Source: an optimization exercise on an open RTL-to-GDS flow (aim: small area, a short achievable clock period and few clock cycles). Production flows keep margins and buffers that such runs may drop. At most, simulation tests tie the RTL to the original design; equivalence was not proved. Function not checked in run 1: the RTL went through the layout flow alone. Power figures rest on the tool's default switching activity, not on a simulated workload.

===== flow/design.v =====
module sha256_core (
    input  wire         clk,
    input  wire         rst,         
    input  wire         start,
    input  wire [13:0]  len,         
    output wire         ready,
    input  wire         in_valid,
    input  wire [31:0]  in_data,
    output wire         in_ready,
    output reg          done,
    output wire [255:0] digest
);
    reg [1:0]  ph;           
    reg        run, fin;     
    reg [5:0]  kt;           
    reg        cur_first;    
    reg        cur_last;     
    reg        nf;           
    reg [31:0] a, b, c, d, e, f, g, p;
    reg [31:0] kq;           
    reg [31:0] w [0:15];
    reg [31:0] ra [0:3];     
    reg [31:0] re [0:3];     
    reg        busy;         
    reg        loading;      
    reg        pend;         
    reg        pend_first, pend_last;
    reg [13:0] mlen;
    reg        bfirst;       
    reg        blast;        
    reg [12:0] hw_left;      
    reg        hw_nz, hw_one;
    reg [1:0]  rem;
    reg        p80;          
    reg [3:0]  j;            
    reg [3:0]  dsl;          
    reg [3:0]  sc;           
    integer i;
    reg [31:0] k1;
    always @(*) begin
        case (kt)
            6'd0:  k1 = 32'h71374491; 6'd1:  k1 = 32'hb5c0fbcf;
            6'd2:  k1 = 32'he9b5dba5; 6'd3:  k1 = 32'h3956c25b;
            6'd4:  k1 = 32'h59f111f1; 6'd5:  k1 = 32'h923f82a4;
            6'd6:  k1 = 32'hab1c5ed5; 6'd7:  k1 = 32'hd807aa98;
            6'd8:  k1 = 32'h12835b01; 6'd9:  k1 = 32'h243185be;
            6'd10: k1 = 32'h550c7dc3; 6'd11: k1 = 32'h72be5d74;
            6'd12: k1 = 32'h80deb1fe; 6'd13: k1 = 32'h9bdc06a7;
            6'd14: k1 = 32'hc19bf174; 6'd15: k1 = 32'he49b69c1;
            6'd16: k1 = 32'hefbe4786; 6'd17: k1 = 32'h0fc19dc6;
            6'd18: k1 = 32'h240ca1cc; 6'd19: k1 = 32'h2de92c6f;
            6'd20: k1 = 32'h4a7484aa; 6'd21: k1 = 32'h5cb0a9dc;
            6'd22: k1 = 32'h76f988da; 6'd23: k1 = 32'h983e5152;
            6'd24: k1 = 32'ha831c66d; 6'd25: k1 = 32'hb00327c8;
            6'd26: k1 = 32'hbf597fc7; 6'd27: k1 = 32'hc6e00bf3;
            6'd28: k1 = 32'hd5a79147; 6'd29: k1 = 32'h06ca6351;
            6'd30: k1 = 32'h14292967; 6'd31: k1 = 32'h27b70a85;
            6'd32: k1 = 32'h2e1b2138; 6'd33: k1 = 32'h4d2c6dfc;
            6'd34: k1 = 32'h53380d13; 6'd35: k1 = 32'h650a7354;
            6'd36: k1 = 32'h766a0abb; 6'd37: k1 = 32'h81c2c92e;
            6'd38: k1 = 32'h92722c85; 6'd39: k1 = 32'ha2bfe8a1;
            6'd40: k1 = 32'ha81a664b; 6'd41: k1 = 32'hc24b8b70;
            6'd42: k1 = 32'hc76c51a3; 6'd43: k1 = 32'hd192e819;
            6'd44: k1 = 32'hd6990624; 6'd45: k1 = 32'hf40e3585;
            6'd46: k1 = 32'h106aa070; 6'd47: k1 = 32'h19a4c116;
            6'd48: k1 = 32'h1e376c08; 6'd49: k1 = 32'h2748774c;
            6'd50: k1 = 32'h34b0bcb5; 6'd51: k1 = 32'h391c0cb3;
            6'd52: k1 = 32'h4ed8aa4a; 6'd53: k1 = 32'h5b9cca4f;
            6'd54: k1 = 32'h682e6ff3; 6'd55: k1 = 32'h748f82ee;
            6'd56: k1 = 32'h78a5636f; 6'd57: k1 = 32'h84c87814;
            6'd58: k1 = 32'h8cc70208; 6'd59: k1 = 32'h90befffa;
            6'd60: k1 = 32'ha4506ceb; 6'd61: k1 = 32'hbef9a3f7;
            6'd62: k1 = 32'hc67178f2; default: k1 = 32'h428a2f98;
        endcase
    end
    reg [31:0] iva, ive, ive_n;
    always @(*) begin
        case (ph)
            2'd0: begin iva = 32'ha54ff53a; ive = 32'h5be0cd19; ive_n = 32'h1f83d9ab; end
            2'd1: begin iva = 32'h3c6ef372; ive = 32'h1f83d9ab; ive_n = 32'h9b05688c; end
            2'd2: begin iva = 32'hbb67ae85; ive = 32'h9b05688c; ive_n = 32'h510e527f; end
            default: begin iva = 32'h6a09e667; ive = 32'h510e527f; ive_n = 32'h5be0cd19; end
        endcase
    end
    wire acc      = start && !busy;
    wire aligned  = (dsl == 4'd0);
    wire load_wr  = loading && aligned && (!hw_nz || in_valid);
    wire blk_done = load_wr && (j == 4'd15);
    wire ld_ok    = !run || (kt == 6'd0) || (kt >= 6'd52);
    wire ld_go    = (ph == 2'd3) && (busy || acc) && !loading && !pend && ld_ok;
    assign ready    = !busy;
    assign in_ready = loading && aligned && hw_nz;
    wire part = hw_one && (rem != 2'd0);
    reg [31:0] pmask, pconst;
    always @(*) begin
        pmask  = 32'h00000000;
        pconst = 32'h00000000;
        if (hw_nz) begin
            if (part) begin
                case (rem)
                    2'd1:    begin pmask = 32'hff000000; pconst = 32'h00800000; end
                    2'd2:    begin pmask = 32'hffff0000; pconst = 32'h00008000; end
                    default: begin pmask = 32'hffffff00; pconst = 32'h00000080; end
                endcase
            end else begin
                pmask = 32'hffffffff;
            end
        end else if (!p80) begin
            pconst = 32'h80000000;
        end else if ((j == 4'd15) && blast) begin
            pconst = {15'd0, mlen, 3'b000};
        end
    end
    wire [31:0] pw = (in_data & pmask) | pconst;
    wire eng_can = (fin && (ph == 2'd3)) || (!run && !fin);
    wire go      = eng_can && (sc == 4'd15) && (pend || blk_done);
    reg  fprep;   
    wire [31:0] S1  = {e[5:0], e[31:6]} ^ {e[10:0], e[31:11]} ^ {e[24:0], e[31:25]};
    wire [31:0] ch  = (e & f) ^ (~e & g);
    wire [31:0] S0  = {a[1:0], a[31:2]} ^ {a[12:0], a[31:13]} ^ {a[21:0], a[31:22]};
    wire [31:0] maj = (a & b) ^ (a & c) ^ (b & c);
    wire [31:0] t1s = p ^ S1 ^ ch;
    wire [31:0] t1c = {((p[30:0] & S1[30:0]) | (p[30:0] & ch[30:0]) | (S1[30:0] & ch[30:0])), 1'b0};
    wire [31:0] es  = t1s ^ t1c ^ d;
    wire [31:0] ec  = {((t1s[30:0] & t1c[30:0]) | (t1s[30:0] & d[30:0]) | (t1c[30:0] & d[30:0])), 1'b0};
    wire [31:0] u1s = t1s ^ t1c ^ S0;
    wire [31:0] u1c = {((t1s[30:0] & t1c[30:0]) | (t1s[30:0] & S0[30:0]) | (t1c[30:0] & S0[30:0])), 1'b0};
    wire [31:0] u2s = u1s ^ u1c ^ maj;
    wire [31:0] u2c = {((u1s[30:0] & u1c[30:0]) | (u1s[30:0] & maj[30:0]) | (u1c[30:0] & maj[30:0])), 1'b0};
    wire [31:0] e_new, a_new;
    add32_sk u_adde (.x(es), .y(ec), .s(e_new));
    add32_sk u_adda (.x(u2s), .y(u2c), .s(a_new));
    wire [31:0] hsel_a = fin ? (cur_first ? iva : ra[0]) : 32'd0;
    wire [31:0] s0w   = {w[1][6:0], w[1][31:7]} ^ {w[1][17:0], w[1][31:18]} ^ (w[1] >> 3);
    wire [31:0] s1w   = {w[14][16:0], w[14][31:17]} ^ {w[14][18:0], w[14][31:19]} ^ (w[14] >> 10);
    wire [31:0] wn1s, wn1c, wn2s, wn2c, w_new;
    csa32 u_wc1 (.x(s1w), .y(w[9]), .z(s0w), .s(wn1s), .c(wn1c));
    csa32 u_wc2 (.x(wn1s), .y(wn1c), .z(w[0]), .s(wn2s), .c(wn2c));
    add32_sk u_addw (.x(run ? wn2s : hsel_a), .y(run ? wn2c : d), .s(w_new));
    wire [31:0] hsel_e = cur_first ? ive_n : re[1];
    wire [31:0] pcs, pcc, p_sum;
    csa32 u_pc (.x(g), .y(fprep ? hsel_e : kq), .z(fprep ? 32'd0 : w[1]), .s(pcs), .c(pcc));
    add32_sk u_addp (.x(pcs), .y(pcc), .s(p_sum));
    wire [31:0] p_nxt  = (run || fin && (ph != 2'd3) || go) ? p_sum : g;
    wire [31:0] sum_a = w_new;
    assign digest = {ra[3], ra[2], ra[1], ra[0], re[3], re[2], re[1], re[0]};
    always @(posedge clk) begin
        a <= run ? a_new : (nf ? iva : sum_a);
        e <= run ? e_new : (nf ? ive : p);
        b <= a; c <= b; d <= c;
        f <= e; g <= f;
        p <= p_nxt;
        kq <= k1;
        for (i = 0; i < 15; i = i + 1)
            w[i] <= w[i+1];
        w[15] <= load_wr ? pw : (run ? w_new : w[0]);
        for (i = 0; i < 3; i = i + 1) begin
            ra[i] <= ra[i+1];
            re[i] <= re[i+1];
        end
        ra[3] <= fin ? sum_a : ra[0];
        re[3] <= fin ? p : re[0];
        if (acc) begin
            mlen    <= len;
            hw_left <= ({1'b0, len} + 15'd3) >> 2;
            hw_nz   <= (len != 14'd0);
            hw_one  <= (len != 14'd0) && (len <= 14'd4);
            rem     <= len[1:0];
            p80     <= 1'b0;
            bfirst  <= 1'b1;
        end else if (load_wr) begin
            if (hw_nz) begin
                hw_left <= hw_left - 13'd1;
                hw_nz   <= (hw_left != 13'd1);
                hw_one  <= (hw_left == 13'd2);
                if (part) p80 <= 1'b1;
            end else begin
                p80 <= 1'b1;
            end
            if (j == 4'd15)
                bfirst <= 1'b0;
        end
        if (blk_done) begin
            pend_first <= bfirst;
            pend_last  <= blast;
        end
        if (ld_go) begin
            j   <= 4'd0;
            dsl <= 4'd0;
            blast <= acc ? (len < 14'd56)
                         : ((hw_left <= 13'd13) || ((hw_left == 13'd14) && (rem != 2'd0)));
        end else if (loading) begin
            if (load_wr) j <= j + 4'd1;
            else         dsl <= dsl + 4'd1;
        end
        if (go) begin
            cur_first <= pend ? pend_first : bfirst;
            cur_last  <= pend ? pend_last  : blast;
        end
        if (rst) begin
            ph      <= 2'd0;
            sc      <= 4'd0;
            run     <= 1'b0;
            fin     <= 1'b0;
            kt      <= 6'd63;
            nf      <= 1'b1;
            done    <= 1'b0;
            fprep   <= 1'b0;
            busy    <= 1'b0;
            loading <= 1'b0;
            pend    <= 1'b0;
        end else begin
            ph   <= ph + 2'd1;
            sc   <= ld_go ? 4'd0 : sc + 4'd1;
            done <= fin && (ph == 2'd3) && cur_last;
            fprep <= (run && ((kt == 6'd63) || (kt == 6'd0))) || (fin && !ph[1]);
            if (go) begin
                run <= 1'b1;
                fin <= 1'b0;
                kt  <= 6'd1;
            end else if (run) begin
                kt <= kt + 6'd1;
                if (kt == 6'd0) begin
                    run <= 1'b0;
                    fin <= 1'b1;
                    nf  <= cur_last;
                    kt  <= 6'd63;
                end
            end else begin
                kt <= (sc == 4'd14) ? 6'd0 : 6'd63;
                if (fin && (ph == 2'd3))
                    fin <= 1'b0;
            end
            if (acc)
                busy <= 1'b1;
            else if (blk_done && blast)
                busy <= 1'b0;
            if (ld_go)
                loading <= 1'b1;
            else if (blk_done)
                loading <= 1'b0;
            if (blk_done && !go)
                pend <= 1'b1;
            else if (go)
                pend <= 1'b0;
        end
    end
endmodule
module csa32 (
    input  wire [31:0] x, y, z,
    output wire [31:0] s, c
);
    assign s = x ^ y ^ z;
    assign c = {(x[30:0] & y[30:0]) | (x[30:0] & z[30:0]) | (y[30:0] & z[30:0]), 1'b0};
endmodule
module add32_sk (
    input  wire [31:0] x,
    input  wire [31:0] y,
    output wire [31:0] s
);
    wire [31:0] p0 = x ^ y;
    wire [31:0] g0 = x & y;
    wire g_0_1 = g0[1] | (p0[1] & g0[0]);
    wire p_0_1 = p0[1] & p0[0];
    wire g_0_3 = g0[3] | (p0[3] & g0[2]);
    wire p_0_3 = p0[3] & p0[2];
    wire g_0_5 = g0[5] | (p0[5] & g0[4]);
    wire p_0_5 = p0[5] & p0[4];
    wire g_0_7 = g0[7] | (p0[7] & g0[6]);
    wire p_0_7 = p0[7] & p0[6];
    wire g_0_9 = g0[9] | (p0[9] & g0[8]);
    wire p_0_9 = p0[9] & p0[8];
    wire g_0_11 = g0[11] | (p0[11] & g0[10]);
    wire p_0_11 = p0[11] & p0[10];
    wire g_0_13 = g0[13] | (p0[13] & g0[12]);
    wire p_0_13 = p0[13] & p0[12];
    wire g_0_15 = g0[15] | (p0[15] & g0[14]);
    wire p_0_15 = p0[15] & p0[14];
    wire g_0_17 = g0[17] | (p0[17] & g0[16]);
    wire p_0_17 = p0[17] & p0[16];
    wire g_0_19 = g0[19] | (p0[19] & g0[18]);
    wire p_0_19 = p0[19] & p0[18];
    wire g_0_21 = g0[21] | (p0[21] & g0[20]);
    wire p_0_21 = p0[21] & p0[20];
    wire g_0_23 = g0[23] | (p0[23] & g0[22]);
    wire p_0_23 = p0[23] & p0[22];
    wire g_0_25 = g0[25] | (p0[25] & g0[24]);
    wire p_0_25 = p0[25] & p0[24];
    wire g_0_27 = g0[27] | (p0[27] & g0[26]);
    wire p_0_27 = p0[27] & p0[26];
    wire g_0_29 = g0[29] | (p0[29] & g0[28]);
    wire p_0_29 = p0[29] & p0[28];
    wire g_0_31 = g0[31] | (p0[31] & g0[30]);
    wire p_0_31 = p0[31] & p0[30];
    wire g_1_2 = g0[2] | (p0[2] & g_0_1);
    wire p_1_2 = p0[2] & p_0_1;
    wire g_1_3 = g_0_3 | (p_0_3 & g_0_1);
    wire p_1_3 = p_0_3 & p_0_1;
    wire g_1_6 = g0[6] | (p0[6] & g_0_5);
    wire p_1_6 = p0[6] & p_0_5;
    wire g_1_7 = g_0_7 | (p_0_7 & g_0_5);
    wire p_1_7 = p_0_7 & p_0_5;
    wire g_1_10 = g0[10] | (p0[10] & g_0_9);
    wire p_1_10 = p0[10] & p_0_9;
    wire g_1_11 = g_0_11 | (p_0_11 & g_0_9);
    wire p_1_11 = p_0_11 & p_0_9;
    wire g_1_14 = g0[14] | (p0[14] & g_0_13);
    wire p_1_14 = p0[14] & p_0_13;
    wire g_1_15 = g_0_15 | (p_0_15 & g_0_13);
    wire p_1_15 = p_0_15 & p_0_13;
    wire g_1_18 = g0[18] | (p0[18] & g_0_17);
    wire p_1_18 = p0[18] & p_0_17;
    wire g_1_19 = g_0_19 | (p_0_19 & g_0_17);
    wire p_1_19 = p_0_19 & p_0_17;
    wire g_1_22 = g0[22] | (p0[22] & g_0_21);
    wire p_1_22 = p0[22] & p_0_21;
    wire g_1_23 = g_0_23 | (p_0_23 & g_0_21);
    wire p_1_23 = p_0_23 & p_0_21;
    wire g_1_26 = g0[26] | (p0[26] & g_0_25);
    wire p_1_26 = p0[26] & p_0_25;
    wire g_1_27 = g_0_27 | (p_0_27 & g_0_25);
    wire p_1_27 = p_0_27 & p_0_25;
    wire g_1_30 = g0[30] | (p0[30] & g_0_29);
    wire p_1_30 = p0[30] & p_0_29;
    wire g_1_31 = g_0_31 | (p_0_31 & g_0_29);
    wire p_1_31 = p_0_31 & p_0_29;
    wire g_2_4 = g0[4] | (p0[4] & g_1_3);
    wire p_2_4 = p0[4] & p_1_3;
    wire g_2_5 = g_0_5 | (p_0_5 & g_1_3);
    wire p_2_5 = p_0_5 & p_1_3;
    wire g_2_6 = g_1_6 | (p_1_6 & g_1_3);
    wire p_2_6 = p_1_6 & p_1_3;
    wire g_2_7 = g_1_7 | (p_1_7 & g_1_3);
    wire p_2_7 = p_1_7 & p_1_3;
    wire g_2_12 = g0[12] | (p0[12] & g_1_11);
    wire p_2_12 = p0[12] & p_1_11;
    wire g_2_13 = g_0_13 | (p_0_13 & g_1_11);
    wire p_2_13 = p_0_13 & p_1_11;
    wire g_2_14 = g_1_14 | (p_1_14 & g_1_11);
    wire p_2_14 = p_1_14 & p_1_11;
    wire g_2_15 = g_1_15 | (p_1_15 & g_1_11);
    wire p_2_15 = p_1_15 & p_1_11;
    wire g_2_20 = g0[20] | (p0[20] & g_1_19);
    wire p_2_20 = p0[20] & p_1_19;
    wire g_2_21 = g_0_21 | (p_0_21 & g_1_19);
    wire p_2_21 = p_0_21 & p_1_19;
    wire g_2_22 = g_1_22 | (p_1_22 & g_1_19);
    wire p_2_22 = p_1_22 & p_1_19;
    wire g_2_23 = g_1_23 | (p_1_23 & g_1_19);
    wire p_2_23 = p_1_23 & p_1_19;
    wire g_2_28 = g0[28] | (p0[28] & g_1_27);
    wire p_2_28 = p0[28] & p_1_27;
    wire g_2_29 = g_0_29 | (p_0_29 & g_1_27);
    wire p_2_29 = p_0_29 & p_1_27;
    wire g_2_30 = g_1_30 | (p_1_30 & g_1_27);
    wire p_2_30 = p_1_30 & p_1_27;
    wire g_2_31 = g_1_31 | (p_1_31 & g_1_27);
    wire p_2_31 = p_1_31 & p_1_27;
    wire g_3_8 = g0[8] | (p0[8] & g_2_7);
    wire p_3_8 = p0[8] & p_2_7;
    wire g_3_9 = g_0_9 | (p_0_9 & g_2_7);
    wire p_3_9 = p_0_9 & p_2_7;
    wire g_3_10 = g_1_10 | (p_1_10 & g_2_7);
    wire p_3_10 = p_1_10 & p_2_7;
    wire g_3_11 = g_1_11 | (p_1_11 & g_2_7);
    wire p_3_11 = p_1_11 & p_2_7;
    wire g_3_12 = g_2_12 | (p_2_12 & g_2_7);
    wire p_3_12 = p_2_12 & p_2_7;
    wire g_3_13 = g_2_13 | (p_2_13 & g_2_7);
    wire p_3_13 = p_2_13 & p_2_7;
    wire g_3_14 = g_2_14 | (p_2_14 & g_2_7);
    wire p_3_14 = p_2_14 & p_2_7;
    wire g_3_15 = g_2_15 | (p_2_15 & g_2_7);
    wire p_3_15 = p_2_15 & p_2_7;
    wire g_3_24 = g0[24] | (p0[24] & g_2_23);
    wire p_3_24 = p0[24] & p_2_23;
    wire g_3_25 = g_0_25 | (p_0_25 & g_2_23);
    wire p_3_25 = p_0_25 & p_2_23;
    wire g_3_26 = g_1_26 | (p_1_26 & g_2_23);
    wire p_3_26 = p_1_26 & p_2_23;
    wire g_3_27 = g_1_27 | (p_1_27 & g_2_23);
    wire p_3_27 = p_1_27 & p_2_23;
    wire g_3_28 = g_2_28 | (p_2_28 & g_2_23);
    wire p_3_28 = p_2_28 & p_2_23;
    wire g_3_29 = g_2_29 | (p_2_29 & g_2_23);
    wire p_3_29 = p_2_29 & p_2_23;
    wire g_3_30 = g_2_30 | (p_2_30 & g_2_23);
    wire p_3_30 = p_2_30 & p_2_23;
    wire g_3_31 = g_2_31 | (p_2_31 & g_2_23);
    wire p_3_31 = p_2_31 & p_2_23;
    wire g_4_16 = g0[16] | (p0[16] & g_3_15);
    wire p_4_16 = p0[16] & p_3_15;
    wire g_4_17 = g_0_17 | (p_0_17 & g_3_15);
    wire p_4_17 = p_0_17 & p_3_15;
    wire g_4_18 = g_1_18 | (p_1_18 & g_3_15);
    wire p_4_18 = p_1_18 & p_3_15;
    wire g_4_19 = g_1_19 | (p_1_19 & g_3_15);
    wire p_4_19 = p_1_19 & p_3_15;
    wire g_4_20 = g_2_20 | (p_2_20 & g_3_15);
    wire p_4_20 = p_2_20 & p_3_15;
    wire g_4_21 = g_2_21 | (p_2_21 & g_3_15);
    wire p_4_21 = p_2_21 & p_3_15;
    wire g_4_22 = g_2_22 | (p_2_22 & g_3_15);
    wire p_4_22 = p_2_22 & p_3_15;
    wire g_4_23 = g_2_23 | (p_2_23 & g_3_15);
    wire p_4_23 = p_2_23 & p_3_15;
    wire g_4_24 = g_3_24 | (p_3_24 & g_3_15);
    wire p_4_24 = p_3_24 & p_3_15;
    wire g_4_25 = g_3_25 | (p_3_25 & g_3_15);
    wire p_4_25 = p_3_25 & p_3_15;
    wire g_4_26 = g_3_26 | (p_3_26 & g_3_15);
    wire p_4_26 = p_3_26 & p_3_15;
    wire g_4_27 = g_3_27 | (p_3_27 & g_3_15);
    wire p_4_27 = p_3_27 & p_3_15;
    wire g_4_28 = g_3_28 | (p_3_28 & g_3_15);
    wire p_4_28 = p_3_28 & p_3_15;
    wire g_4_29 = g_3_29 | (p_3_29 & g_3_15);
    wire p_4_29 = p_3_29 & p_3_15;
    wire g_4_30 = g_3_30 | (p_3_30 & g_3_15);
    wire p_4_30 = p_3_30 & p_3_15;
    wire g_4_31 = g_3_31 | (p_3_31 & g_3_15);
    wire p_4_31 = p_3_31 & p_3_15;
    wire [31:0] cy = {g_4_30, g_4_29, g_4_28, g_4_27, g_4_26, g_4_25, g_4_24, g_4_23, g_4_22, g_4_21, g_4_20, g_4_19, g_4_18, g_4_17, g_4_16, g_3_15, g_3_14, g_3_13, g_3_12, g_3_11, g_3_10, g_3_9, g_3_8, g_2_7, g_2_6, g_2_5, g_2_4, g_1_3, g_1_2, g_0_1, g0[0], 1'b0};
    assign s = p0 ^ cy;
endmodule
module add32_bk (
    input  wire [31:0] x,
    input  wire [31:0] y,
    output wire [31:0] s
);
    wire [31:0] p0 = x ^ y;
    wire [31:0] g0 = x & y;
    wire g_0_1 = g0[1] | (p0[1] & g0[0]);
    wire p_0_1 = p0[1] & p0[0];
    wire g_0_3 = g0[3] | (p0[3] & g0[2]);
    wire p_0_3 = p0[3] & p0[2];
    wire g_0_5 = g0[5] | (p0[5] & g0[4]);
    wire p_0_5 = p0[5] & p0[4];
    wire g_0_7 = g0[7] | (p0[7] & g0[6]);
    wire p_0_7 = p0[7] & p0[6];
    wire g_0_9 = g0[9] | (p0[9] & g0[8]);
    wire p_0_9 = p0[9] & p0[8];
    wire g_0_11 = g0[11] | (p0[11] & g0[10]);
    wire p_0_11 = p0[11] & p0[10];
    wire g_0_13 = g0[13] | (p0[13] & g0[12]);
    wire p_0_13 = p0[13] & p0[12];
    wire g_0_15 = g0[15] | (p0[15] & g0[14]);
    wire p_0_15 = p0[15] & p0[14];
    wire g_0_17 = g0[17] | (p0[17] & g0[16]);
    wire p_0_17 = p0[17] & p0[16];
    wire g_0_19 = g0[19] | (p0[19] & g0[18]);
    wire p_0_19 = p0[19] & p0[18];
    wire g_0_21 = g0[21] | (p0[21] & g0[20]);
    wire p_0_21 = p0[21] & p0[20];
    wire g_0_23 = g0[23] | (p0[23] & g0[22]);
    wire p_0_23 = p0[23] & p0[22];
    wire g_0_25 = g0[25] | (p0[25] & g0[24]);
    wire p_0_25 = p0[25] & p0[24];
    wire g_0_27 = g0[27] | (p0[27] & g0[26]);
    wire p_0_27 = p0[27] & p0[26];
    wire g_0_29 = g0[29] | (p0[29] & g0[28]);
    wire p_0_29 = p0[29] & p0[28];
    wire g_0_31 = g0[31] | (p0[31] & g0[30]);
    wire p_0_31 = p0[31] & p0[30];
    wire g_1_3 = g_0_3 | (p_0_3 & g_0_1);
    wire p_1_3 = p_0_3 & p_0_1;
    wire g_1_7 = g_0_7 | (p_0_7 & g_0_5);
    wire p_1_7 = p_0_7 & p_0_5;
    wire g_1_11 = g_0_11 | (p_0_11 & g_0_9);
    wire p_1_11 = p_0_11 & p_0_9;
    wire g_1_15 = g_0_15 | (p_0_15 & g_0_13);
    wire p_1_15 = p_0_15 & p_0_13;
    wire g_1_19 = g_0_19 | (p_0_19 & g_0_17);
    wire p_1_19 = p_0_19 & p_0_17;
    wire g_1_23 = g_0_23 | (p_0_23 & g_0_21);
    wire p_1_23 = p_0_23 & p_0_21;
    wire g_1_27 = g_0_27 | (p_0_27 & g_0_25);
    wire p_1_27 = p_0_27 & p_0_25;
    wire g_1_31 = g_0_31 | (p_0_31 & g_0_29);
    wire p_1_31 = p_0_31 & p_0_29;
    wire g_2_7 = g_1_7 | (p_1_7 & g_1_3);
    wire p_2_7 = p_1_7 & p_1_3;
    wire g_2_15 = g_1_15 | (p_1_15 & g_1_11);
    wire p_2_15 = p_1_15 & p_1_11;
    wire g_2_23 = g_1_23 | (p_1_23 & g_1_19);
    wire p_2_23 = p_1_23 & p_1_19;
    wire g_2_31 = g_1_31 | (p_1_31 & g_1_27);
    wire p_2_31 = p_1_31 & p_1_27;
    wire g_3_15 = g_2_15 | (p_2_15 & g_2_7);
    wire p_3_15 = p_2_15 & p_2_7;
    wire g_3_31 = g_2_31 | (p_2_31 & g_2_23);
    wire p_3_31 = p_2_31 & p_2_23;
    wire g_4_31 = g_3_31 | (p_3_31 & g_3_15);
    wire p_4_31 = p_3_31 & p_3_15;
    wire g_5_23 = g_2_23 | (p_2_23 & g_3_15);
    wire p_5_23 = p_2_23 & p_3_15;
    wire g_6_11 = g_1_11 | (p_1_11 & g_2_7);
    wire p_6_11 = p_1_11 & p_2_7;
    wire g_6_19 = g_1_19 | (p_1_19 & g_3_15);
    wire p_6_19 = p_1_19 & p_3_15;
    wire g_6_27 = g_1_27 | (p_1_27 & g_5_23);
    wire p_6_27 = p_1_27 & p_5_23;
    wire g_7_5 = g_0_5 | (p_0_5 & g_1_3);
    wire p_7_5 = p_0_5 & p_1_3;
    wire g_7_9 = g_0_9 | (p_0_9 & g_2_7);
    wire p_7_9 = p_0_9 & p_2_7;
    wire g_7_13 = g_0_13 | (p_0_13 & g_6_11);
    wire p_7_13 = p_0_13 & p_6_11;
    wire g_7_17 = g_0_17 | (p_0_17 & g_3_15);
    wire p_7_17 = p_0_17 & p_3_15;
    wire g_7_21 = g_0_21 | (p_0_21 & g_6_19);
    wire p_7_21 = p_0_21 & p_6_19;
    wire g_7_25 = g_0_25 | (p_0_25 & g_5_23);
    wire p_7_25 = p_0_25 & p_5_23;
    wire g_7_29 = g_0_29 | (p_0_29 & g_6_27);
    wire p_7_29 = p_0_29 & p_6_27;
    wire g_8_2 = g0[2] | (p0[2] & g_0_1);
    wire p_8_2 = p0[2] & p_0_1;
    wire g_8_4 = g0[4] | (p0[4] & g_1_3);
    wire p_8_4 = p0[4] & p_1_3;
    wire g_8_6 = g0[6] | (p0[6] & g_7_5);
    wire p_8_6 = p0[6] & p_7_5;
    wire g_8_8 = g0[8] | (p0[8] & g_2_7);
    wire p_8_8 = p0[8] & p_2_7;
    wire g_8_10 = g0[10] | (p0[10] & g_7_9);
    wire p_8_10 = p0[10] & p_7_9;
    wire g_8_12 = g0[12] | (p0[12] & g_6_11);
    wire p_8_12 = p0[12] & p_6_11;
    wire g_8_14 = g0[14] | (p0[14] & g_7_13);
    wire p_8_14 = p0[14] & p_7_13;
    wire g_8_16 = g0[16] | (p0[16] & g_3_15);
    wire p_8_16 = p0[16] & p_3_15;
    wire g_8_18 = g0[18] | (p0[18] & g_7_17);
    wire p_8_18 = p0[18] & p_7_17;
    wire g_8_20 = g0[20] | (p0[20] & g_6_19);
    wire p_8_20 = p0[20] & p_6_19;
    wire g_8_22 = g0[22] | (p0[22] & g_7_21);
    wire p_8_22 = p0[22] & p_7_21;
    wire g_8_24 = g0[24] | (p0[24] & g_5_23);
    wire p_8_24 = p0[24] & p_5_23;
    wire g_8_26 = g0[26] | (p0[26] & g_7_25);
    wire p_8_26 = p0[26] & p_7_25;
    wire g_8_28 = g0[28] | (p0[28] & g_6_27);
    wire p_8_28 = p0[28] & p_6_27;
    wire g_8_30 = g0[30] | (p0[30] & g_7_29);
    wire p_8_30 = p0[30] & p_7_29;
    wire [31:0] cy = {g_8_30, g_7_29, g_8_28, g_6_27, g_8_26, g_7_25, g_8_24, g_5_23, g_8_22, g_7_21, g_8_20, g_6_19, g_8_18, g_7_17, g_8_16, g_3_15, g_8_14, g_7_13, g_8_12, g_6_11, g_8_10, g_7_9, g_8_8, g_2_7, g_8_6, g_7_5, g_8_4, g_1_3, g_8_2, g_0_1, g0[0], 1'b0};
    assign s = p0 ^ cy;
endmodule
module add32_ks (
    input  wire [31:0] x,
    input  wire [31:0] y,
    output wire [31:0] s
);
    wire [31:0] p0 = x ^ y;
    wire [31:0] g0 = x & y;
    wire g_0_1 = g0[1] | (p0[1] & g0[0]);
    wire p_0_1 = p0[1] & p0[0];
    wire g_0_2 = g0[2] | (p0[2] & g0[1]);
    wire p_0_2 = p0[2] & p0[1];
    wire g_0_3 = g0[3] | (p0[3] & g0[2]);
    wire p_0_3 = p0[3] & p0[2];
    wire g_0_4 = g0[4] | (p0[4] & g0[3]);
    wire p_0_4 = p0[4] & p0[3];
    wire g_0_5 = g0[5] | (p0[5] & g0[4]);
    wire p_0_5 = p0[5] & p0[4];
    wire g_0_6 = g0[6] | (p0[6] & g0[5]);
    wire p_0_6 = p0[6] & p0[5];
    wire g_0_7 = g0[7] | (p0[7] & g0[6]);
    wire p_0_7 = p0[7] & p0[6];
    wire g_0_8 = g0[8] | (p0[8] & g0[7]);
    wire p_0_8 = p0[8] & p0[7];
    wire g_0_9 = g0[9] | (p0[9] & g0[8]);
    wire p_0_9 = p0[9] & p0[8];
    wire g_0_10 = g0[10] | (p0[10] & g0[9]);
    wire p_0_10 = p0[10] & p0[9];
    wire g_0_11 = g0[11] | (p0[11] & g0[10]);
    wire p_0_11 = p0[11] & p0[10];
    wire g_0_12 = g0[12] | (p0[12] & g0[11]);
    wire p_0_12 = p0[12] & p0[11];
    wire g_0_13 = g0[13] | (p0[13] & g0[12]);
    wire p_0_13 = p0[13] & p0[12];
    wire g_0_14 = g0[14] | (p0[14] & g0[13]);
    wire p_0_14 = p0[14] & p0[13];
    wire g_0_15 = g0[15] | (p0[15] & g0[14]);
    wire p_0_15 = p0[15] & p0[14];
    wire g_0_16 = g0[16] | (p0[16] & g0[15]);
    wire p_0_16 = p0[16] & p0[15];
    wire g_0_17 = g0[17] | (p0[17] & g0[16]);
    wire p_0_17 = p0[17] & p0[16];
    wire g_0_18 = g0[18] | (p0[18] & g0[17]);
    wire p_0_18 = p0[18] & p0[17];
    wire g_0_19 = g0[19] | (p0[19] & g0[18]);
    wire p_0_19 = p0[19] & p0[18];
    wire g_0_20 = g0[20] | (p0[20] & g0[19]);
    wire p_0_20 = p0[20] & p0[19];
    wire g_0_21 = g0[21] | (p0[21] & g0[20]);
    wire p_0_21 = p0[21] & p0[20];
    wire g_0_22 = g0[22] | (p0[22] & g0[21]);
    wire p_0_22 = p0[22] & p0[21];
    wire g_0_23 = g0[23] | (p0[23] & g0[22]);
    wire p_0_23 = p0[23] & p0[22];
    wire g_0_24 = g0[24] | (p0[24] & g0[23]);
    wire p_0_24 = p0[24] & p0[23];
    wire g_0_25 = g0[25] | (p0[25] & g0[24]);
    wire p_0_25 = p0[25] & p0[24];
    wire g_0_26 = g0[26] | (p0[26] & g0[25]);
    wire p_0_26 = p0[26] & p0[25];
    wire g_0_27 = g0[27] | (p0[27] & g0[26]);
    wire p_0_27 = p0[27] & p0[26];
    wire g_0_28 = g0[28] | (p0[28] & g0[27]);
    wire p_0_28 = p0[28] & p0[27];
    wire g_0_29 = g0[29] | (p0[29] & g0[28]);
    wire p_0_29 = p0[29] & p0[28];
    wire g_0_30 = g0[30] | (p0[30] & g0[29]);
    wire p_0_30 = p0[30] & p0[29];
    wire g_0_31 = g0[31] | (p0[31] & g0[30]);
    wire p_0_31 = p0[31] & p0[30];
    wire g_1_2 = g_0_2 | (p_0_2 & g0[0]);
    wire p_1_2 = p_0_2 & p0[0];
    wire g_1_3 = g_0_3 | (p_0_3 & g_0_1);
    wire p_1_3 = p_0_3 & p_0_1;
    wire g_1_4 = g_0_4 | (p_0_4 & g_0_2);
    wire p_1_4 = p_0_4 & p_0_2;
    wire g_1_5 = g_0_5 | (p_0_5 & g_0_3);
    wire p_1_5 = p_0_5 & p_0_3;
    wire g_1_6 = g_0_6 | (p_0_6 & g_0_4);
    wire p_1_6 = p_0_6 & p_0_4;
    wire g_1_7 = g_0_7 | (p_0_7 & g_0_5);
    wire p_1_7 = p_0_7 & p_0_5;
    wire g_1_8 = g_0_8 | (p_0_8 & g_0_6);
    wire p_1_8 = p_0_8 & p_0_6;
    wire g_1_9 = g_0_9 | (p_0_9 & g_0_7);
    wire p_1_9 = p_0_9 & p_0_7;
    wire g_1_10 = g_0_10 | (p_0_10 & g_0_8);
    wire p_1_10 = p_0_10 & p_0_8;
    wire g_1_11 = g_0_11 | (p_0_11 & g_0_9);
    wire p_1_11 = p_0_11 & p_0_9;
    wire g_1_12 = g_0_12 | (p_0_12 & g_0_10);
    wire p_1_12 = p_0_12 & p_0_10;
    wire g_1_13 = g_0_13 | (p_0_13 & g_0_11);
    wire p_1_13 = p_0_13 & p_0_11;
    wire g_1_14 = g_0_14 | (p_0_14 & g_0_12);
    wire p_1_14 = p_0_14 & p_0_12;
    wire g_1_15 = g_0_15 | (p_0_15 & g_0_13);
    wire p_1_15 = p_0_15 & p_0_13;
    wire g_1_16 = g_0_16 | (p_0_16 & g_0_14);
    wire p_1_16 = p_0_16 & p_0_14;
    wire g_1_17 = g_0_17 | (p_0_17 & g_0_15);
    wire p_1_17 = p_0_17 & p_0_15;
    wire g_1_18 = g_0_18 | (p_0_18 & g_0_16);
    wire p_1_18 = p_0_18 & p_0_16;
    wire g_1_19 = g_0_19 | (p_0_19 & g_0_17);
    wire p_1_19 = p_0_19 & p_0_17;
    wire g_1_20 = g_0_20 | (p_0_20 & g_0_18);
    wire p_1_20 = p_0_20 & p_0_18;
    wire g_1_21 = g_0_21 | (p_0_21 & g_0_19);
    wire p_1_21 = p_0_21 & p_0_19;
    wire g_1_22 = g_0_22 | (p_0_22 & g_0_20);
    wire p_1_22 = p_0_22 & p_0_20;
    wire g_1_23 = g_0_23 | (p_0_23 & g_0_21);
    wire p_1_23 = p_0_23 & p_0_21;
    wire g_1_24 = g_0_24 | (p_0_24 & g_0_22);
    wire p_1_24 = p_0_24 & p_0_22;
    wire g_1_25 = g_0_25 | (p_0_25 & g_0_23);
    wire p_1_25 = p_0_25 & p_0_23;
    wire g_1_26 = g_0_26 | (p_0_26 & g_0_24);
    wire p_1_26 = p_0_26 & p_0_24;
    wire g_1_27 = g_0_27 | (p_0_27 & g_0_25);
    wire p_1_27 = p_0_27 & p_0_25;
    wire g_1_28 = g_0_28 | (p_0_28 & g_0_26);
    wire p_1_28 = p_0_28 & p_0_26;
    wire g_1_29 = g_0_29 | (p_0_29 & g_0_27);
    wire p_1_29 = p_0_29 & p_0_27;
    wire g_1_30 = g_0_30 | (p_0_30 & g_0_28);
    wire p_1_30 = p_0_30 & p_0_28;
    wire g_1_31 = g_0_31 | (p_0_31 & g_0_29);
    wire p_1_31 = p_0_31 & p_0_29;
    wire g_2_4 = g_1_4 | (p_1_4 & g0[0]);
    wire p_2_4 = p_1_4 & p0[0];
    wire g_2_5 = g_1_5 | (p_1_5 & g_0_1);
    wire p_2_5 = p_1_5 & p_0_1;
    wire g_2_6 = g_1_6 | (p_1_6 & g_1_2);
    wire p_2_6 = p_1_6 & p_1_2;
    wire g_2_7 = g_1_7 | (p_1_7 & g_1_3);
    wire p_2_7 = p_1_7 & p_1_3;
    wire g_2_8 = g_1_8 | (p_1_8 & g_1_4);
    wire p_2_8 = p_1_8 & p_1_4;
    wire g_2_9 = g_1_9 | (p_1_9 & g_1_5);
    wire p_2_9 = p_1_9 & p_1_5;
    wire g_2_10 = g_1_10 | (p_1_10 & g_1_6);
    wire p_2_10 = p_1_10 & p_1_6;
    wire g_2_11 = g_1_11 | (p_1_11 & g_1_7);
    wire p_2_11 = p_1_11 & p_1_7;
    wire g_2_12 = g_1_12 | (p_1_12 & g_1_8);
    wire p_2_12 = p_1_12 & p_1_8;
    wire g_2_13 = g_1_13 | (p_1_13 & g_1_9);
    wire p_2_13 = p_1_13 & p_1_9;
    wire g_2_14 = g_1_14 | (p_1_14 & g_1_10);
    wire p_2_14 = p_1_14 & p_1_10;
    wire g_2_15 = g_1_15 | (p_1_15 & g_1_11);
    wire p_2_15 = p_1_15 & p_1_11;
    wire g_2_16 = g_1_16 | (p_1_16 & g_1_12);
    wire p_2_16 = p_1_16 & p_1_12;
    wire g_2_17 = g_1_17 | (p_1_17 & g_1_13);
    wire p_2_17 = p_1_17 & p_1_13;
    wire g_2_18 = g_1_18 | (p_1_18 & g_1_14);
    wire p_2_18 = p_1_18 & p_1_14;
    wire g_2_19 = g_1_19 | (p_1_19 & g_1_15);
    wire p_2_19 = p_1_19 & p_1_15;
    wire g_2_20 = g_1_20 | (p_1_20 & g_1_16);
    wire p_2_20 = p_1_20 & p_1_16;
    wire g_2_21 = g_1_21 | (p_1_21 & g_1_17);
    wire p_2_21 = p_1_21 & p_1_17;
    wire g_2_22 = g_1_22 | (p_1_22 & g_1_18);
    wire p_2_22 = p_1_22 & p_1_18;
    wire g_2_23 = g_1_23 | (p_1_23 & g_1_19);
    wire p_2_23 = p_1_23 & p_1_19;
    wire g_2_24 = g_1_24 | (p_1_24 & g_1_20);
    wire p_2_24 = p_1_24 & p_1_20;
    wire g_2_25 = g_1_25 | (p_1_25 & g_1_21);
    wire p_2_25 = p_1_25 & p_1_21;
    wire g_2_26 = g_1_26 | (p_1_26 & g_1_22);
    wire p_2_26 = p_1_26 & p_1_22;
    wire g_2_27 = g_1_27 | (p_1_27 & g_1_23);
    wire p_2_27 = p_1_27 & p_1_23;
    wire g_2_28 = g_1_28 | (p_1_28 & g_1_24);
    wire p_2_28 = p_1_28 & p_1_24;
    wire g_2_29 = g_1_29 | (p_1_29 & g_1_25);
    wire p_2_29 = p_1_29 & p_1_25;
    wire g_2_30 = g_1_30 | (p_1_30 & g_1_26);
    wire p_2_30 = p_1_30 & p_1_26;
    wire g_2_31 = g_1_31 | (p_1_31 & g_1_27);
    wire p_2_31 = p_1_31 & p_1_27;
    wire g_3_8 = g_2_8 | (p_2_8 & g0[0]);
    wire p_3_8 = p_2_8 & p0[0];
    wire g_3_9 = g_2_9 | (p_2_9 & g_0_1);
    wire p_3_9 = p_2_9 & p_0_1;
    wire g_3_10 = g_2_10 | (p_2_10 & g_1_2);
    wire p_3_10 = p_2_10 & p_1_2;
    wire g_3_11 = g_2_11 | (p_2_11 & g_1_3);
    wire p_3_11 = p_2_11 & p_1_3;
    wire g_3_12 = g_2_12 | (p_2_12 & g_2_4);
    wire p_3_12 = p_2_12 & p_2_4;
    wire g_3_13 = g_2_13 | (p_2_13 & g_2_5);
    wire p_3_13 = p_2_13 & p_2_5;
    wire g_3_14 = g_2_14 | (p_2_14 & g_2_6);
    wire p_3_14 = p_2_14 & p_2_6;
    wire g_3_15 = g_2_15 | (p_2_15 & g_2_7);
    wire p_3_15 = p_2_15 & p_2_7;
    wire g_3_16 = g_2_16 | (p_2_16 & g_2_8);
    wire p_3_16 = p_2_16 & p_2_8;
    wire g_3_17 = g_2_17 | (p_2_17 & g_2_9);
    wire p_3_17 = p_2_17 & p_2_9;
    wire g_3_18 = g_2_18 | (p_2_18 & g_2_10);
    wire p_3_18 = p_2_18 & p_2_10;
    wire g_3_19 = g_2_19 | (p_2_19 & g_2_11);
    wire p_3_19 = p_2_19 & p_2_11;
    wire g_3_20 = g_2_20 | (p_2_20 & g_2_12);
    wire p_3_20 = p_2_20 & p_2_12;
    wire g_3_21 = g_2_21 | (p_2_21 & g_2_13);
    wire p_3_21 = p_2_21 & p_2_13;
    wire g_3_22 = g_2_22 | (p_2_22 & g_2_14);
    wire p_3_22 = p_2_22 & p_2_14;
    wire g_3_23 = g_2_23 | (p_2_23 & g_2_15);
    wire p_3_23 = p_2_23 & p_2_15;
    wire g_3_24 = g_2_24 | (p_2_24 & g_2_16);
    wire p_3_24 = p_2_24 & p_2_16;
    wire g_3_25 = g_2_25 | (p_2_25 & g_2_17);
    wire p_3_25 = p_2_25 & p_2_17;
    wire g_3_26 = g_2_26 | (p_2_26 & g_2_18);
    wire p_3_26 = p_2_26 & p_2_18;
    wire g_3_27 = g_2_27 | (p_2_27 & g_2_19);
    wire p_3_27 = p_2_27 & p_2_19;
    wire g_3_28 = g_2_28 | (p_2_28 & g_2_20);
    wire p_3_28 = p_2_28 & p_2_20;
    wire g_3_29 = g_2_29 | (p_2_29 & g_2_21);
    wire p_3_29 = p_2_29 & p_2_21;
    wire g_3_30 = g_2_30 | (p_2_30 & g_2_22);
    wire p_3_30 = p_2_30 & p_2_22;
    wire g_3_31 = g_2_31 | (p_2_31 & g_2_23);
    wire p_3_31 = p_2_31 & p_2_23;
    wire g_4_16 = g_3_16 | (p_3_16 & g0[0]);
    wire p_4_16 = p_3_16 & p0[0];
    wire g_4_17 = g_3_17 | (p_3_17 & g_0_1);
    wire p_4_17 = p_3_17 & p_0_1;
    wire g_4_18 = g_3_18 | (p_3_18 & g_1_2);
    wire p_4_18 = p_3_18 & p_1_2;
    wire g_4_19 = g_3_19 | (p_3_19 & g_1_3);
    wire p_4_19 = p_3_19 & p_1_3;
    wire g_4_20 = g_3_20 | (p_3_20 & g_2_4);
    wire p_4_20 = p_3_20 & p_2_4;
    wire g_4_21 = g_3_21 | (p_3_21 & g_2_5);
    wire p_4_21 = p_3_21 & p_2_5;
    wire g_4_22 = g_3_22 | (p_3_22 & g_2_6);
    wire p_4_22 = p_3_22 & p_2_6;
    wire g_4_23 = g_3_23 | (p_3_23 & g_2_7);
    wire p_4_23 = p_3_23 & p_2_7;
    wire g_4_24 = g_3_24 | (p_3_24 & g_3_8);
    wire p_4_24 = p_3_24 & p_3_8;
    wire g_4_25 = g_3_25 | (p_3_25 & g_3_9);
    wire p_4_25 = p_3_25 & p_3_9;
    wire g_4_26 = g_3_26 | (p_3_26 & g_3_10);
    wire p_4_26 = p_3_26 & p_3_10;
    wire g_4_27 = g_3_27 | (p_3_27 & g_3_11);
    wire p_4_27 = p_3_27 & p_3_11;
    wire g_4_28 = g_3_28 | (p_3_28 & g_3_12);
    wire p_4_28 = p_3_28 & p_3_12;
    wire g_4_29 = g_3_29 | (p_3_29 & g_3_13);
    wire p_4_29 = p_3_29 & p_3_13;
    wire g_4_30 = g_3_30 | (p_3_30 & g_3_14);
    wire p_4_30 = p_3_30 & p_3_14;
    wire g_4_31 = g_3_31 | (p_3_31 & g_3_15);
    wire p_4_31 = p_3_31 & p_3_15;
    wire [31:0] cy = {g_4_30, g_4_29, g_4_28, g_4_27, g_4_26, g_4_25, g_4_24, g_4_23, g_4_22, g_4_21, g_4_20, g_4_19, g_4_18, g_4_17, g_4_16, g_3_15, g_3_14, g_3_13, g_3_12, g_3_11, g_3_10, g_3_9, g_3_8, g_2_7, g_2_6, g_2_5, g_2_4, g_1_3, g_1_2, g_0_1, g0[0], 1'b0};
    assign s = p0 ^ cy;
endmodule

===== flow/flow/run.sh =====
#!/bin/bash
# Own flow: the standard layout (standard synthesis, floorplan, placement,
# CTS, routing) run through standard.sh, with three changes to how the layout
# is made: a tighter setup-repair target, single-drive port buffers, and CTS
# with larger sink clusters and without dummy loads. The full make output goes
# to standard_flow.log; ORFS keeps each step's own log under orfs/logs/.
set -euo pipefail
SETUP_MARGIN=${SETUP_MARGIN:-5.5}
bash standard.sh \
  SETUP_SLACK_MARGIN=$SETUP_MARGIN \
  "BUFFER_PORTS_ARGS=-buffer_cell sky130_fd_sc_hd__buf_1" \
  "CTS_ARGS=-sink_clustering_enable -repair_clock_nets -dont_use_dummy_load -sink_clustering_size 30 -sink_clustering_max_diameter 100" \
  finish > standard_flow.log 2>&1

===== flow/standard.sh =====
#!/bin/bash
# synth_recipe.tcl (not shown) runs the flow's synth.tcl, then flattens the netlist and writes it again
# the make line also repeats each setting of config.mk as NAME=value (left out here)
make -C /OpenROAD-flow-scripts/flow DESIGN_CONFIG=/design/flow/config.mk WORK_HOME=/design/flow/orfs CLKGATE_MAP_FILE= SYNTH_SCRIPT=/design/flow/synth_recipe.tcl "${@:-finish}"

===== flow/config.mk =====
export PLATFORM = sky130hd
export DESIGN_NAME = sha256_core
export DESIGN_NICKNAME = sha256_core
export VERILOG_FILES = /design/flow/design.v
export SDC_FILE = /design/flow/constraint.sdc
export NUM_CORES = 4
export LEC_CHECK = 0
export CAP_MARGIN = 20
export CORE_MARGIN = 4
export CORE_UTILIZATION = 60
export SLEW_MARGIN = 20

===== flow/constraint.sdc =====
create_clock -name core_clock -period 10.0 [get_ports {clk}]
set_input_delay 2.0000 -clock core_clock [delete_from_list [all_inputs] [get_ports {clk}]]
set_output_delay 2.0000 -clock core_clock [all_outputs]
set_load 0.01 [all_outputs]

==> results of run 1 <==
-- layout make-up --
type	instances	area, sq um	share of cell area [%]
antenna	5	12.5	0.0253
clock buffer	47	1180	2.38
inverter	249	951	1.92
multi-input combinational	2479	21300	43.0
sequential	1120	23000	46.4
tap	959	1200	2.42
timing repair buffer	400	1920	3.89
-- stage by stage --
stage | instances | setup WS, ps | total power, uW | util, % | hold slack (ps)
2_1_floorplan | 4011 | 5510 | 8320 | - | 310
3_3_place_gp | 5144 | 4580 | 9450 | 63.4 | 310
3_5_place_dp | 5145 | 4590 | 9490 | 63.4 | 312
4_1_cts | 5225 | 5410 | 12000 | 66.7 | 288
5_1_grt | 5254 | 5230 | 13100 | 67.7 | 294
6_report | 5259 | 5290 | 12400 | 67.8 | 285
-- registers in the layout, indices dropped and copies added, names as in the netlist, 2 cells and up --
name and cells:
e 32, sc 4, f 32, j 4, b 32, a 32
p 32, ph 2, c 32, kq 32, re 128, ra 128
hw_left 13, kt 6, mlen 14, w 512, g 32, d 32
dsl 4
-- kinds of logic after synthesis --
logic type               after synthesis  synth area share [%]
flip-flops                          1120                  51.3
AO/OA/AOI/OAI                        810                  11.2
AND/OR/NAND/NOR                      700                  7.06
buffers and inverters                412                  3.50
XOR/XNOR                             409                  8.08
adder cells (fa/ha/maj)              397                  14.8
multiplexers                         163                  4.09
-- worst max-delay path by stage --
stage,from,end
2_1_floorplan,e[0]$_DFF_P_,a[31]$_DFF_P_
3_3_place_gp,ph[0]$_SDFF_PP0_,p[30]$_DFF_P_
3_5_place_dp,ph[0]$_SDFF_PP0_,p[30]$_DFF_P_
4_1_cts,e[27]$_DFF_P_,a[31]$_DFF_P_
5_1_grt,e[7]$_DFF_P_,a[31]$_DFF_P_
6_report,w[14][19]$_DFF_P_,a[13]$_DFF_P_
-- cells in the final DEF (no fill, tap or decap), drive strengths merged, types with 16 or more instances in the layout --
cell	netlist	final
o31ai	16	16
o22ai	23	23
xnor2	263	263
a21oi	250	250
a211oi	27	27
a21o	66	66
nand2b	31	31
maj3	18	18
o211ai	24	24
o21ai	256	256
a221oi	16	16
fa	216	216
edfxtp	34	34
ha	163	163
inv	245	244
dfxtp	1086	1086
mux2	86	86
clkbuf	127	48
mux2i	71	71
nand2	267	267
nor3	46	46
xor2	146	146
buf	36	399
nand3	57	57
a31oi	21	21
nor2b	42	42
nor2	191	191
-- critical path: cells and delay by family (launching register included) --
family,cells,cell delay (ps)
fa+ha+maj,4,1350
simple gates,3,450
flops,1,410
compound gates,6,1200
xor+xnor,3,1190
-- power groups by stage --
stage / Clock, uW / Combinational [uW] / Sequential, uW
2_1_floorplan: 0 / 3350 / 4960
3_3_place_gp: 0 / 4360 / 5090
3_5_place_dp: 0 / 4390 / 5100
4_1_cts: 2190 / 4850 / 5000
5_1_grt: 2330 / 5770 / 5040
6_report: 2170 / 5220 / 5020
-- per-layer routing --
metal  GRT usage, %  up-vias  share of wire [%]  wire [um]
met4           13.8        0                4.9       7020
li1               -    13977                  -          -
met1           51.1    14999                 43      60600
met5              0        -                  0          0
met2           52.6     1598                 42      59400
met3           8.44      280                 11      15000
-- timing repair --
action	4_1_cts	5_1_grt
gates resized for setup	253	112
endpoints found under the setup margin	105	75
buffers inserted	33	29
pin swaps	69	42
==> metrics.md, run 1 <==
| Metric | Value |
|---|---|
| Initial antenna violation count | `11` |
| Critical Path Max Stage Delay | `850 ps` |
| Status | `no timing/DRC/antenna violations` |
| DR pass1 iterations | `7` |
| Leakage power | `0.0204 uW` |
| Post-synth EDFFs | `34` |
| Number of global-route vias before repair | `29,573` |
| WHS Path Cells | `0` |
| Vias/cell | `5.87` |
| Crit Path Category | `reg2reg` |
| Filler cell count in the final layout | `5,674` |
| RSZ-0062 raised after global routing | `true` |
| Area leader, netlist | `dfxtp_1` |
| Synth unique cells | `81` |
| Pwr per Cell Area | `251 nW/um^2` |
| Worst Setup Start Kind | `flip-flop` |
| Fmax | `0.213 GHz` |
| Die Wd | `280 um` |
| Crit path DAT | `5290 ps` |
| Ys flop type | `dfxtp_1` |
| R2R depth | `16` |
| Tmin final | `about 4700 ps` |
| First-pass GRT wire length | `between 200 and 250 mm` |
| Cts hold-fix bufs | `0` |
| Starting Density | `60.7%` |
| DIE HEIGHT | `280 um` |
| Max-slew violations | `0` |
| H-tree levels | `2` |
| Clock Tree Buf Depth | `3` |
| Combinational Power Share | `42.1%` |
| Fin. Hold Viols | `0` |
| Area contributors post-synth | `dfxtp_1 49%, fa_1 9.8%, xnor2_1 5.2%` |
| Worst Tran Pin Value | `~1200 ps` |
| #FFs+latches synth | `between 1,000 and 1,500` |
| Clock Power Share | `17.5%` |
| Nets@finish | `around 4,700` |
| Switch share | `about 36%` |
| Post-synthesis cell count | `4,011` |
| Final instance area | `slightly below 50,000 sq um` |
| Avg Cell Area, Syn | `11.1 sq um` |
| Layout cell share with drive strength beyond 1 | `12.1%` |
| Fin crit share | `47.1%` |
| Final global-route overflow total | `0` |
| CTS Sinks | `1,120` |
| Final routed DRC violation total | `0` |
| Net Count, Synth | `approximately 4,400` |
| I/O pins | `309` |
| Share of the synthesized area in the top cell type | `49.0%` |
| Count leader, synth | `dfxtp_1` |
| Number of buffers created by CTS | `47` |
| Synth cell count leaders | `1,086 x dfxtp_1, 267 x nand2_1, 263 x xnor2_1` |
| Sequential area share after synthesis | `roughly half` |
| Worst skew pair latency | `660 ps` |
| CP Capture Type | `flip-flop` |
| Critical path's slowest cell | `xor2_1` |
| Core Box Area | `73,100 sq um` |
| Clock root buffer | `clkbuf_16` |
| Area Growth Syn to Fin | `11.7%` |
| Slew HR | `about a fifth` |
| Total GRT Usage | `a little over a third` |
| Full die area | `78,300 sq um` |
| Reg-to-Reg End | `a[13]$_DFF_P_` |
| Max-cap violations | `0` |
| Final Setup Violations | `0` |
| Synth Warn # | `7` |
| Clock skew | `88.3 ps` |
| IO buf count | `between 300 and 400` |
| TNS Setup | `0 ps` |
| Synth async-reset ratio | `0%` |
| Worst min path class | `reg2reg` |
| Largest net degree at the start of global routing | `103` |
| Reg2reg setup slack | `5290 ps` |
| RePlAce Congestion | `1.02` |
| CTS tree | `built` |
| Final ANT Viol Nets | `0` |
| Crit Reg-Reg Startpoint | `w[14][19]$_DFF_P_` |
| Internal | `8000 uW` |
| CP Cell Sequence | `xnor2_4 -> xnor2_2 -> fa_1 -> ha_1 -> nand2_1 -> o31ai_2 -> ha_2 -> fa_2 -> a211o_1 -> a21oi_2 -> a211o_1 -> nand2_1 -> a21o_1 -> xor2_1 -> nor2_1 -> a21oi_1` |
| WL/cell | `27.0 um` |
| Iter 0 DRT Violations | `3,404` |
| CP Data Required Time | `10,580 ps` |
| Worst Hold Path EP | `w[11][2]$_DFF_P_` |
| Switch Pwr | `4410 uW` |
| Clk pin slew, worst setup/hold paths | `about 110 ps` |
| Vias | `30,854` |
| Seq pwr share | `40.4%` |
| DP Area | `46,300 sq um` |
| Critical Path Fanout Max | `4` |
| Cell row count | `99` |
| Wirelength, routed | `142 mm` |
| Cell Area, Synth | `around 44,000 sq um` |
| Hold path start | `w[12][2]$_DFF_P_` |
| HPWL after DPL | `around 110 mm` |
| Peak VDD IR | `0.201 mV` |
==> run 2, diff against run 1 <==
--- a/flow/design.v
+++ b/flow/design.v
@@ -130,19 +130,20 @@
     wire [31:0] e_new, a_new;
     add32_sk u_adde (.x(es), .y(ec), .s(e_new));
     add32_sk u_adda (.x(u2s), .y(u2c), .s(a_new));
-    wire [31:0] hsel_a = fin ? (cur_first ? iva : ra[0]) : 32'd0;
     wire [31:0] s0w   = {w[1][6:0], w[1][31:7]} ^ {w[1][17:0], w[1][31:18]} ^ (w[1] >> 3);
     wire [31:0] s1w   = {w[14][16:0], w[14][31:17]} ^ {w[14][18:0], w[14][31:19]} ^ (w[14] >> 10);
     wire [31:0] wn1s, wn1c, wn2s, wn2c, w_new;
     csa32 u_wc1 (.x(s1w), .y(w[9]), .z(s0w), .s(wn1s), .c(wn1c));
     csa32 u_wc2 (.x(wn1s), .y(wn1c), .z(w[0]), .s(wn2s), .c(wn2c));
-    add32_sk u_addw (.x(run ? wn2s : hsel_a), .y(run ? wn2c : d), .s(w_new));
+    add32_sk u_addw (.x(wn2s), .y(wn2c), .s(w_new));
     wire [31:0] hsel_e = cur_first ? ive_n : re[1];
     wire [31:0] pcs, pcc, p_sum;
     csa32 u_pc (.x(g), .y(fprep ? hsel_e : kq), .z(fprep ? 32'd0 : w[1]), .s(pcs), .c(pcc));
     add32_sk u_addp (.x(pcs), .y(pcc), .s(p_sum));
     wire [31:0] p_nxt  = (run || fin && (ph != 2'd3) || go) ? p_sum : g;
-    wire [31:0] sum_a = w_new;
+    wire [31:0] hsel_a = fin ? (cur_first ? iva : ra[0]) : 32'd0;
+    wire [31:0] sum_a;
+    add32_sk u_addf (.x(hsel_a), .y(d), .s(sum_a));
     assign digest = {ra[3], ra[2], ra[1], ra[0], re[3], re[2], re[1], re[0]};
     always @(posedge clk) begin
         a <= run ? a_new : (nf ? iva : sum_a);
==> flow/flow/run.sh (replaced) <==
#!/bin/bash
# Own flow: the standard layout (standard synthesis, floorplan, placement,
# CTS, routing) run through standard.sh, with three changes to how the layout
# is made: a tighter setup-repair target, single-drive port buffers, and CTS
# with larger sink clusters and without dummy loads. The full make output goes
# to standard_flow.log; ORFS keeps each step's own log under orfs/logs/.
set -euo pipefail
SETUP_MARGIN=${SETUP_MARGIN:-6.0}
bash standard.sh \
  SETUP_SLACK_MARGIN=$SETUP_MARGIN \
  "BUFFER_PORTS_ARGS=-buffer_cell sky130_fd_sc_hd__buf_1" \
  "CTS_ARGS=-sink_clustering_enable -repair_clock_nets -dont_use_dummy_load -sink_clustering_size 20 -sink_clustering_max_diameter 80" \
  finish > standard_flow.log 2>&1
==> metrics.md, run 2 <==
| Metric | Value |
|---|---|
| Fin. Hold Viols | `0 (unchanged)` |
| DP Worst Slack | `4760 ps (was 4590 ps)` |
| Post-layout util | `70.4% (was 67.8%)` |
| Max-cap violations | `0 (unchanged)` |
| Leakage power | `0.0214 uW (was 0.0204 uW)` |
| WL/cell | `25.0 um (was 27.0 um)` |
| Critical path's slowest cell | `fa_1 (was xor2_1)` |
| Total GRT Usage | `33.4% (was 35.6%)` |
| Layout cell share with drive strength beyond 1 | `15.9% (was 12.1%)` |
| Avg Cell Area, Syn | `11.1 sq um (about the same)` |
| Iter 0 DRT Violations | `3,060 (was 3,404)` |
| DR pass1 iterations | `6 (was 7)` |
| Starting Density | `60.5% (was 60.7%)` |
| Peak VDD IR | `0.197 mV (was 0.201 mV)` |
| H-tree levels | `3 (was 2)` |
| Synth async-reset ratio | `0% (unchanged)` |
| Ys flop type | `dfxtp_1 (unchanged)` |
| Number of buffers created by CTS | `69 (was 47)` |
| Final routed DRC violation total | `0 (unchanged)` |
| PnR worst setup slack | `5600 ps (was 5290 ps)` |
| Status | `no timing/DRC/antenna violations (unchanged)` |
| CP Data Required Time | `10,530 ps (was 10,580 ps)` |
| RSZ-0062 raised after global routing | `true (unchanged)` |
| Top reg by flops | `w (unchanged)` |
| Worst min path class | `reg2reg (unchanged)` |
| Worst Setup Start Kind | `flip-flop (unchanged)` |
| Tmin final | `4400 ps (was 4710 ps)` |
| Clock root buffer | `clkbuf_16 (unchanged)` |
| Cell row count | `100 (was 99)` |
| Switch share | `34.8% (was 35.5%)` |
| Largest register FFs | `512 (unchanged)` |
| Initial antenna violation count | `4 (was 11)` |
| Fin crit share | `44.0% (was 47.1%)` |
| Core Box Area | `74,300 sq um (was 73,100 sq um)` |
| Die Wd | `282 um (was 280 um)` |
| Crit Path Category | `reg2reg (unchanged)` |
| First-pass GRT wire length | `196 mm (was 203 mm)` |
| Critical Path Max Stage Delay | `620 ps (was 850 ps)` |
| Net Count, Synth | `4,529 (was 4,440)` |
| Worst Path Buf+Inv | `2 (was 0)` |
| Worst Tran Pin Value | `1240 ps (was 1180 ps)` |
| Fmax | `0.228 GHz (was 0.213 GHz)` |
| TNS Setup | `0 ps (unchanged)` |
| CP Capture Type | `flip-flop (unchanged)` |
| Number of global-route vias before repair | `30,182 (was 29,573)` |
| Most frequent cells in the layout | `1,003 x dfxtp_1, 308 x buf_1, 229 x inv_1 (was 1,004 x dfxtp_1, 308 x buf_1, 263 x nand2_1)` |
| I/O pins | `309 (unchanged)` |
| Switch Pwr | `4790 uW (was 4410 uW)` |
| Post-synthesis cell count | `4,066 (was 4,011)` |
| Cell Area, Synth | `45,000 sq um (was 44,300 sq um)` |
| Clock Tree Buf Depth | `3 (unchanged)` |
| Area Growth Syn to Fin | `16.3% (was 11.7%)` |
| Area contributors post-synth | `dfxtp_1 48%, fa_1 9.8%, ha_1 5.4% (was dfxtp_1 49%, fa_1 9.8%, xnor2_1 5.2%)` |
| Slew HR | `16.6% (was 21.0%)` |
| HPWL after DPL | `98.9 mm (was 110 mm)` |
| Crit-path most repeated cell | `fa_1` |
| Largest net degree at the start of global routing | `90 (was 103)` |
| CTS tree | `built (unchanged)` |
| Crit path max-delay family | `adder cells (unchanged)` |
| Worst skew pair latency | `660 ps (about the same)` |
| Regs by FF count | `w: 512 flops, ra: 128 flops, re: 128 flops (unchanged)` |
| CTS Sinks | `1,120 (unchanged)` |
| Synth Warn # | `7 (unchanged)` |
| Seq pwr share | `36.0% (was 40.4%)` |
| Final global-route overflow total | `0 (unchanged)` |
| Sequential area share after synthesis | `50.6% (was 51.3%)` |
| Pwr per Cell Area | `263 nW/um^2 (was 251 nW/um^2)` |
| CP Cell Sequence | `xor2_2 -> xnor2_1 -> fa_1 -> fa_1 -> fa_1 -> inv_1 -> ha_1 -> nand2_1 -> o21ai_2 -> a31oi_2 -> buf_6 -> a211oi_4 -> o2111ai_1 -> nand4b_1 -> a21oi_2 -> xnor2_1 -> a221oi_2 (was xnor2_4 -> xnor2_2 -> fa_1 -> ha_1 -> nand2_1 -> o31ai_2 -> ha_2 -> fa_2 -> a211o_1 -> a21oi_2 -> a211o_1 -> nand2_1 -> a21o_1 -> xor2_1 -> nor2_1 -> a21oi_1)` |
| Vias | `31,751 (was 30,854)` |
| Clk pin slew, worst setup/hold paths | `90 ps (was 110 ps)` |
| RePlAce Congestion | `1.00 (was 1.02)` |
| IO buf count | `308 (unchanged)` |
| Internal | `8990 uW (was 8000 uW)` |
| Synth cell count leaders | `1,086 x dfxtp_1, 274 x xnor2_1, 242 x inv_1, 242 x nand2_1, 229 x a21oi_1 (was 1,086 x dfxtp_1, 267 x nand2_1, 263 x xnor2_1)` |
| Clock skew | `90.4 ps (was 88.3 ps)` |
| Synth unique cells | `81 (unchanged)` |
| Combinational Power Share | `45.0% (was 42.1%)` |
| Critical Path Fanout Max | `5 (was 4)` |
| #FFs+latches synth | `1,120 (unchanged)` |
| Count leader, synth | `dfxtp_1 (unchanged)` |
| Final ANT Viol Nets | `0 (unchanged)` |
| Max-slew violations | `0 (unchanged)` |
| Reg2reg setup slack | `5600 ps (was 5290 ps)` |
| Crit path DAT | `4930 ps (was 5290 ps)` |
| Final Setup Violations | `0 (unchanged)` |
| Post-synth EDFFs | `34 (unchanged)` |
| Filler cell count in the final layout | `5,468 (was 5,674)` |
| Cts hold-fix bufs | `0 (unchanged)` |
| Wirelength, routed | `136 mm (was 142 mm)` |
| Area leader, netlist | `dfxtp_1 (unchanged)` |
| DIE HEIGHT | `282 um (was 280 um)` |
| Vias/cell | `5.85 (was 5.87)` |
| Most common cell after layout, fill and taps aside | `dfxtp_1 (unchanged)` |
| Clock Power Share | `19.0% (was 17.5%)` |
| Nets@finish | `4,919 (was 4,726)` |
| Full die area | `79,400 sq um (was 78,300 sq um)` |
| Share of the synthesized area in the top cell type | `48.3% (was 49.0%)` |
## run 2: cell types whose count changed in the layout (fill, tap and decap cells not counted), moves of 14 or more
cell and delta:
a22oi_1 +14, nand2_1 -36, mux2_2 -25, o21ai_1 +19, a21oi_1 -43, clkbuf_16 +22
ha_4 +17, o21ai_0 -53, a21oi_2 +17, buf_4 +46, buf_6 +20
## run 2: area by class of cell
type	count	area, sq um	share of cell area, %
inverters	247	940	1.80
diodes	2	5.00	0.00956
flip-flops and latches	1120	23000	43.9
multi-input cells	2548	22900	43.7
clock buffers	69	1730	3.30
repair buffers	470	2630	5.03
well taps	969	1210	2.32
## run 2: through the flow
stage / instance area (sq um) / total power (uW) / hold slack, ps / std cells
floorplan: 45100 / 8250 / 310 / 4066
detailed placement: 47100 / 9170 / 312 / 5222
global route: 52300 / 14500 / 291 / 5423
global placement: 47100 / 9110 / 310 / 5222
finish: 52300 / 13800 / 292 / 5425
CTS: 51000 / 13100 / 286 / 5379
## run 2: timing repair
| action | CTS | global route |
|---|---|---|
| buffers inserted | 84 | 44 |
| pin swaps | 125 | 141 |
| cloned | 4 | 0 |
| gates resized for setup | 350 | 211 |
| setup endpoints to repair | 121 | 98 |
## run 2: path summary, 6_finish.rpt
check	startpoint	to	cells after the start
setup / recovery	e[21]$_DFF_P_	a[31]$_DFF_P_	17
hold / removal	f[24]$_DFF_P_	g[24]$_DFF_P_	0
setup reg to reg	e[21]$_DFF_P_	a[31]$_DFF_P_	17
hold reg to reg	f[24]$_DFF_P_	g[24]$_DFF_P_	0
## run 2: per-layer routing
metal / global-route usage (%) / wire (um)
met1: 48.4 / 58700
met2: 50.2 / 58400
met3: 6.50 / 13000
met4: 12.0 / 5590
met5: 0 / 13
## run 2: logic make-up (layout without fill, tap and decap cells)
group | Yosys count | in the layout | share of synthesized area [%]
fa+ha+maj | 431 | 431 | 15.6
compound gates | 817 | 817 | 11.4
buf+inv | 398 | 786 | 3.33
xor+xnor | 426 | 426 | 8.29
mux | 129 | 129 | 3.13
other cells | 0 | 2 | 0
flops | 1120 | 1120 | 50.6
simple gates | 745 | 745 | 7.65
## run 2: power groups by stage
| stage | clock (uW) | combinational [uW] | sequential (uW) |
|---|---|---|---|
| after floorplan | 0 | 3300 | 4940 |
| after global placement | 0 | 4070 | 5040 |
| after detailed placement | 0 | 4120 | 5040 |
| after CTS | 2660 | 5450 | 4950 |
| after global routing | 2820 | 6690 | 4980 |
| final | 2620 | 6190 | 4960 |
Testbench counts of run 2, summed over its fixed seeds: cycles 53,064.

==> separate check: timing with driven ports <==
In the flow no input, the clock included, has a driving cell. The finished layouts below were timed again as built, in two steps.
Step 1 assumes that a clkbuf_16 drives the clock port and a buf_2 every other input.
Step 2, shift: input delay + t, output delay - t, t = (earliest + latest rising clock arrival at the registers) / 2. This alone moves slack from input paths to output paths.
Three values: ideal ports, drivers, drivers and shift; two values: the first two.
run | shift t [ns] | setup slack, ns | slew at the worst register clock pin (ns)
run 1 | 0.675 | 5.295 / 5.295 / 5.295 | 0.12 / 0.12
run 2 | 0.669 | 5.605 / 5.605 / 5.451 | 0.09 / 0.09
After both steps setup and hold are still met in every run listed. The setup slack of run 2, which loses most, moves by 0.000 ns with the drivers and by -0.154 ns with both steps.
